From an optimization exercise on the open Yosys and OpenROAD flow, aimed at small area, a short achievable clock period and few clock cycles; shortcuts taken in it are not production practice.
The RTL was checked by simulation tests, not by an equivalence proof against the original design.
Power is estimated from default activity; no workload was simulated.

==> module rob_unit, before the edit <==
module rob_unit #(
    parameter MAX_CAP = 16
) (
    input  wire         clk,
    input  wire         rst,           
    input  wire [31:0]  cfg_rob_cap,   
    input  wire         cmd_valid,
    output wire         cmd_ready,
    input  wire [189:0] cmd,
    output reg          rsp_valid,
    output reg          rsp_ok,
    output reg  [185:0] rsp_val
);
    localparam PW = 4;
    localparam N  = 16;
    localparam DW = 154;    
    localparam [3:0] OP_CHECK_SPACE = 4'h4;
    localparam [3:0] OP_INSERT      = 4'h5;
    localparam [3:0] OP_MARK_EXEC   = 4'h6;
    localparam [3:0] OP_MARK_READY  = 4'h7;
    localparam [3:0] OP_CHECK_READY = 4'h8;
    localparam [3:0] OP_CHECK_HEAD  = 4'h9;
    localparam [3:0] OP_WAKEUP      = 4'hA;
    localparam [3:0] OP_REMOVE_HEAD = 4'hB;
    localparam [3:0] OP_RD_STAT     = 4'hC;
    localparam S1_RDY = 72;
    localparam S1_TAG = 73;    
    localparam S2_RDY = 113;
    localparam S2_TAG = 114;   
    assign cmd_ready = 1'b1;
    reg [PW:0]    rob_cap;
    reg [PW-1:0]  rob_head;
    reg [PW-1:0]  rob_tail;
    reg [N-1:0]   head_oh;
    reg [N-1:0]   tail_oh;
    reg           wrapped;
    reg [N-1:0]   ent_valid;
    reg [N-1:0]   ent_ready;
    reg [DW-1:0]  ent_inst [0:N-1];
    reg          v_q;
    reg [185:0]  cmd_q;       
    reg [3:0]    op_q;
    reg          mtag_ok_q;   
    reg          ttag_ok_q;   
    wire [31:0] in_mtag = cmd[189:158];
    wire [31:0] in_ttag = cmd[35:4];
    always @(posedge clk) begin
        v_q       <= cmd_valid & ~rst;
        op_q      <= cmd[3:0];
        cmd_q     <= cmd[189:4];
        mtag_ok_q <= (in_mtag[31:PW] == 0) && ({1'b0, in_mtag[PW-1:0]} < rob_cap);
        ttag_ok_q <= (in_ttag[31:PW] == 0) && ({1'b0, in_ttag[PW-1:0]} < rob_cap);
    end
    wire [185:0]  inst  = cmd_q;
    wire [31:0]   tag_t = cmd_q[31:0];
    wire [PW-1:0] idx_i = cmd_q[154 +: PW];
    wire [PW-1:0] idx_t = cmd_q[PW-1:0];
    wire [7:0]    csr   = cmd_q[7:0];
    wire is_space  = v_q & (op_q == OP_CHECK_SPACE);
    wire is_insert = v_q & (op_q == OP_INSERT);
    wire is_mexec  = v_q & (op_q == OP_MARK_EXEC);
    wire is_mready = v_q & (op_q == OP_MARK_READY);
    wire is_cready = v_q & (op_q == OP_CHECK_READY);
    wire is_chead  = v_q & (op_q == OP_CHECK_HEAD);
    wire is_wakeup = v_q & (op_q == OP_WAKEUP);
    wire is_remove = v_q & (op_q == OP_REMOVE_HEAD);
    wire is_rdstat = v_q & (op_q == OP_RD_STAT);
    wire tail_free  = ~|(ent_valid & tail_oh);
    wire head_ready = |(ent_valid & ent_ready & head_oh);
    wire [N-1:0] idx_i_oh = {{(N-1){1'b0}}, 1'b1} << idx_i;
    wire [N-1:0] idx_t_oh = {{(N-1){1'b0}}, 1'b1} << idx_t;
    wire mark_hit  = mtag_ok_q & |(ent_valid & idx_i_oh);
    wire cready_v  = ttag_ok_q & |(ent_valid & ent_ready & idx_t_oh);
    wire do_insert = is_insert & tail_free;
    wire do_remove = is_remove & head_ready;
    wire [N-1:0] wr_en  = do_insert ? tail_oh : {N{1'b0}};
    wire [N-1:0] rm_en  = do_remove ? head_oh : {N{1'b0}};
    wire [N-1:0] mr_en  = (is_mready & mark_hit) ? idx_i_oh : {N{1'b0}};
    wire [PW-1:0] cap_m1 = rob_cap[PW-1:0] - 1'b1;
    wire tail_wrap = (rob_tail == cap_m1);
    wire head_wrap = (rob_head == cap_m1);
    wire head_written = wrapped | (rob_head != rob_tail);
    wire [N-1:0] rd_sel = (is_remove & head_written) ? head_oh : {N{1'b0}};
    reg [DW-1:0] rd_data;
    integer k;
    always @(*) begin
        rd_data = {DW{1'b0}};
        for (k = 0; k < N; k = k + 1)
            rd_data = rd_data | (ent_inst[k] & {DW{rd_sel[k]}});
    end
    wire [N-1:0] wk1, wk2;
    genvar g;
    generate
        for (g = 0; g < N; g = g + 1) begin : g_ent
            assign wk1[g] = is_wakeup & ent_valid[g] & (ent_inst[g][S1_TAG +: 32] == tag_t);
            assign wk2[g] = is_wakeup & ent_valid[g] & (ent_inst[g][S2_TAG +: 32] == tag_t);
            always @(posedge clk) begin
                if (wr_en[g]) begin
                    ent_inst[g] <= inst[DW-1:0];
                end else begin
                    if (wk1[g]) ent_inst[g][S1_RDY] <= 1'b1;
                    if (wk2[g]) ent_inst[g][S2_RDY] <= 1'b1;
                end
            end
        end
    endgenerate
    always @(posedge clk) begin
        if (rst) begin
            rob_cap   <= cfg_rob_cap[PW:0];
            rob_head  <= {PW{1'b0}};
            rob_tail  <= {PW{1'b0}};
            head_oh   <= {{(N-1){1'b0}}, 1'b1};
            tail_oh   <= {{(N-1){1'b0}}, 1'b1};
            wrapped   <= 1'b0;
            ent_valid <= {N{1'b0}};
            ent_ready <= {N{1'b0}};
            rsp_valid <= 1'b0;
        end else begin
            rsp_valid <= v_q;
            ent_valid <= (ent_valid & ~rm_en) | wr_en;
            ent_ready <= (ent_ready & ~rm_en & ~wr_en) | mr_en;
            if (do_insert) begin
                rob_tail <= tail_wrap ? {PW{1'b0}} : rob_tail + 1'b1;
                tail_oh  <= tail_wrap ? {{(N-1){1'b0}}, 1'b1} : {tail_oh[N-2:0], 1'b0};
                if (tail_wrap) wrapped <= 1'b1;
            end
            if (do_remove) begin
                rob_head <= head_wrap ? {PW{1'b0}} : rob_head + 1'b1;
                head_oh  <= head_wrap ? {{(N-1){1'b0}}, 1'b1} : {head_oh[N-2:0], 1'b0};
            end
        end
    end
    reg        ok_n;
    reg [31:0] lo_n;
    always @(*) begin
        ok_n = 1'b1;
        lo_n = 32'd0;
        case (op_q)
            OP_CHECK_SPACE: lo_n[0] = tail_free;
            OP_INSERT: begin
                if (tail_free) lo_n[PW-1:0] = rob_tail;
                else begin ok_n = 1'b0; lo_n = 32'hFFFF_FFFF; end
            end
            OP_MARK_EXEC, OP_MARK_READY: ok_n = mark_hit;
            OP_CHECK_READY: lo_n[0] = cready_v;
            OP_CHECK_HEAD:  lo_n[0] = head_ready;
            OP_WAKEUP: ;
            OP_REMOVE_HEAD: ;
            OP_RD_STAT: begin
                case (csr)
                    8'h04:   lo_n[PW:0]   = rob_cap;
                    8'h25:   lo_n[PW-1:0] = rob_head;
                    8'h26:   lo_n[PW-1:0] = rob_tail;
                    default: ok_n = 1'b0;
                endcase
            end
            default: ok_n = 1'b0;
        endcase
    end
    always @(posedge clk) begin
        rsp_ok            <= ok_n;
        rsp_val[31:0]     <= lo_n | rd_data[31:0];
        rsp_val[153:32]   <= rd_data[153:32];
        rsp_val[185:154]  <= {{(32-PW){1'b0}}, (is_remove & head_written) ? rob_head : {PW{1'b0}}};
    end
endmodule
clock: 5.0 ns
lec_check: 0
cap_margin: 20
core_margin: 2
core_utilization: 40
place_density: 0.6
slew_margin: 20
run.sh (not shown) runs the stock make flow with config.mk's settings and CLKGATE_MAP_FILE= SYNTH_SCRIPT=/design/flow/synth_recipe.tcl, a recipe that flattens the netlist after the stock synthesis.
The starting point ran to the end with no violations.
Testbench counts at the start, summed over its fixed seeds: cycles 24,016.
Rerun with:
--- a/flow/design.v
+++ b/flow/design.v
@@ -38,23 +38,14 @@
     reg [N-1:0]   ent_ready;
     reg [DW-1:0]  ent_inst [0:N-1];
-    reg          v_q;
-    reg [185:0]  cmd_q;       
-    reg [3:0]    op_q;
-    reg          mtag_ok_q;   
-    reg          ttag_ok_q;   
-    wire [31:0] in_mtag = cmd[189:158];
-    wire [31:0] in_ttag = cmd[35:4];
-    always @(posedge clk) begin
-        v_q       <= cmd_valid & ~rst;
-        op_q      <= cmd[3:0];
-        cmd_q     <= cmd[189:4];
-        mtag_ok_q <= (in_mtag[31:PW] == 0) && ({1'b0, in_mtag[PW-1:0]} < rob_cap);
-        ttag_ok_q <= (in_ttag[31:PW] == 0) && ({1'b0, in_ttag[PW-1:0]} < rob_cap);
-    end
-    wire [185:0]  inst  = cmd_q;
-    wire [31:0]   tag_t = cmd_q[31:0];
-    wire [PW-1:0] idx_i = cmd_q[154 +: PW];
-    wire [PW-1:0] idx_t = cmd_q[PW-1:0];
-    wire [7:0]    csr   = cmd_q[7:0];
+    wire          v_q   = cmd_valid;
+    wire [3:0]    op_q  = cmd[3:0];
+    wire [185:0]  inst  = cmd[189:4];
+    wire [31:0]   tag_t = cmd[35:4];
+    wire [31:0]   tag_i = cmd[189:158];
+    wire [PW-1:0] idx_i = tag_i[PW-1:0];
+    wire [PW-1:0] idx_t = tag_t[PW-1:0];
+    wire [7:0]    csr   = cmd[11:4];
+    wire mtag_ok_q = (tag_i[31:PW] == 0) && ({1'b0, idx_i} < rob_cap);
+    wire ttag_ok_q = (tag_t[31:PW] == 0) && ({1'b0, idx_t} < rob_cap);
     wire is_space  = v_q & (op_q == OP_CHECK_SPACE);
     wire is_insert = v_q & (op_q == OP_INSERT);
=> Worst setup slack is better by 0.13 ns. Cell count goes down by 4.7%. Global-route usage goes down by 1.3 points. Clock skew goes up by 0.0036 ns. Die area goes down by 3.4%. Via count goes down by 2.6%. Power goes down by 7.0%. Area after synthesis goes down by 3.5%. Register-to-register slack is better by 0.19 ns. Routed wire length goes down by 7.1%.
Testbench counts after the change, summed over its fixed seeds: cycles 24,008.

## re-timing with driven ports
No port has a modelled driver above. Below, the same layouts with a new extraction and two added sets of constraints. Step 1 (the two cells are an assumption about what drives the block):
set clk [get_ports {clk}]
set_driving_cell -lib_cell sky130_fd_sc_hd__clkbuf_16 $clk
set_driving_cell -lib_cell sky130_fd_sc_hd__buf_2 [delete_from_list [all_inputs] $clk]
Step 2 moves the port delays by t, midway between the first and last clock arrival at a register: inputs arrive t later, outputs are due t later. That takes back most of the time a late clock gives input paths. a / b / c = ideal / step 1 / step 2; a / b = the first two.
run	shift t [ns]	slack for setup (ns)	worst setup path after step 2
the first run	1.038	1.124 / 1.124 / 1.124	register to register
the second run	1.018	1.258 / 1.314 / 0.311	input to register
After both steps setup and hold are still met in every run listed. For the second run, which loses most, drivers alone change the setup slack by +0.056 ns; drivers and shift together by -0.947 ns.
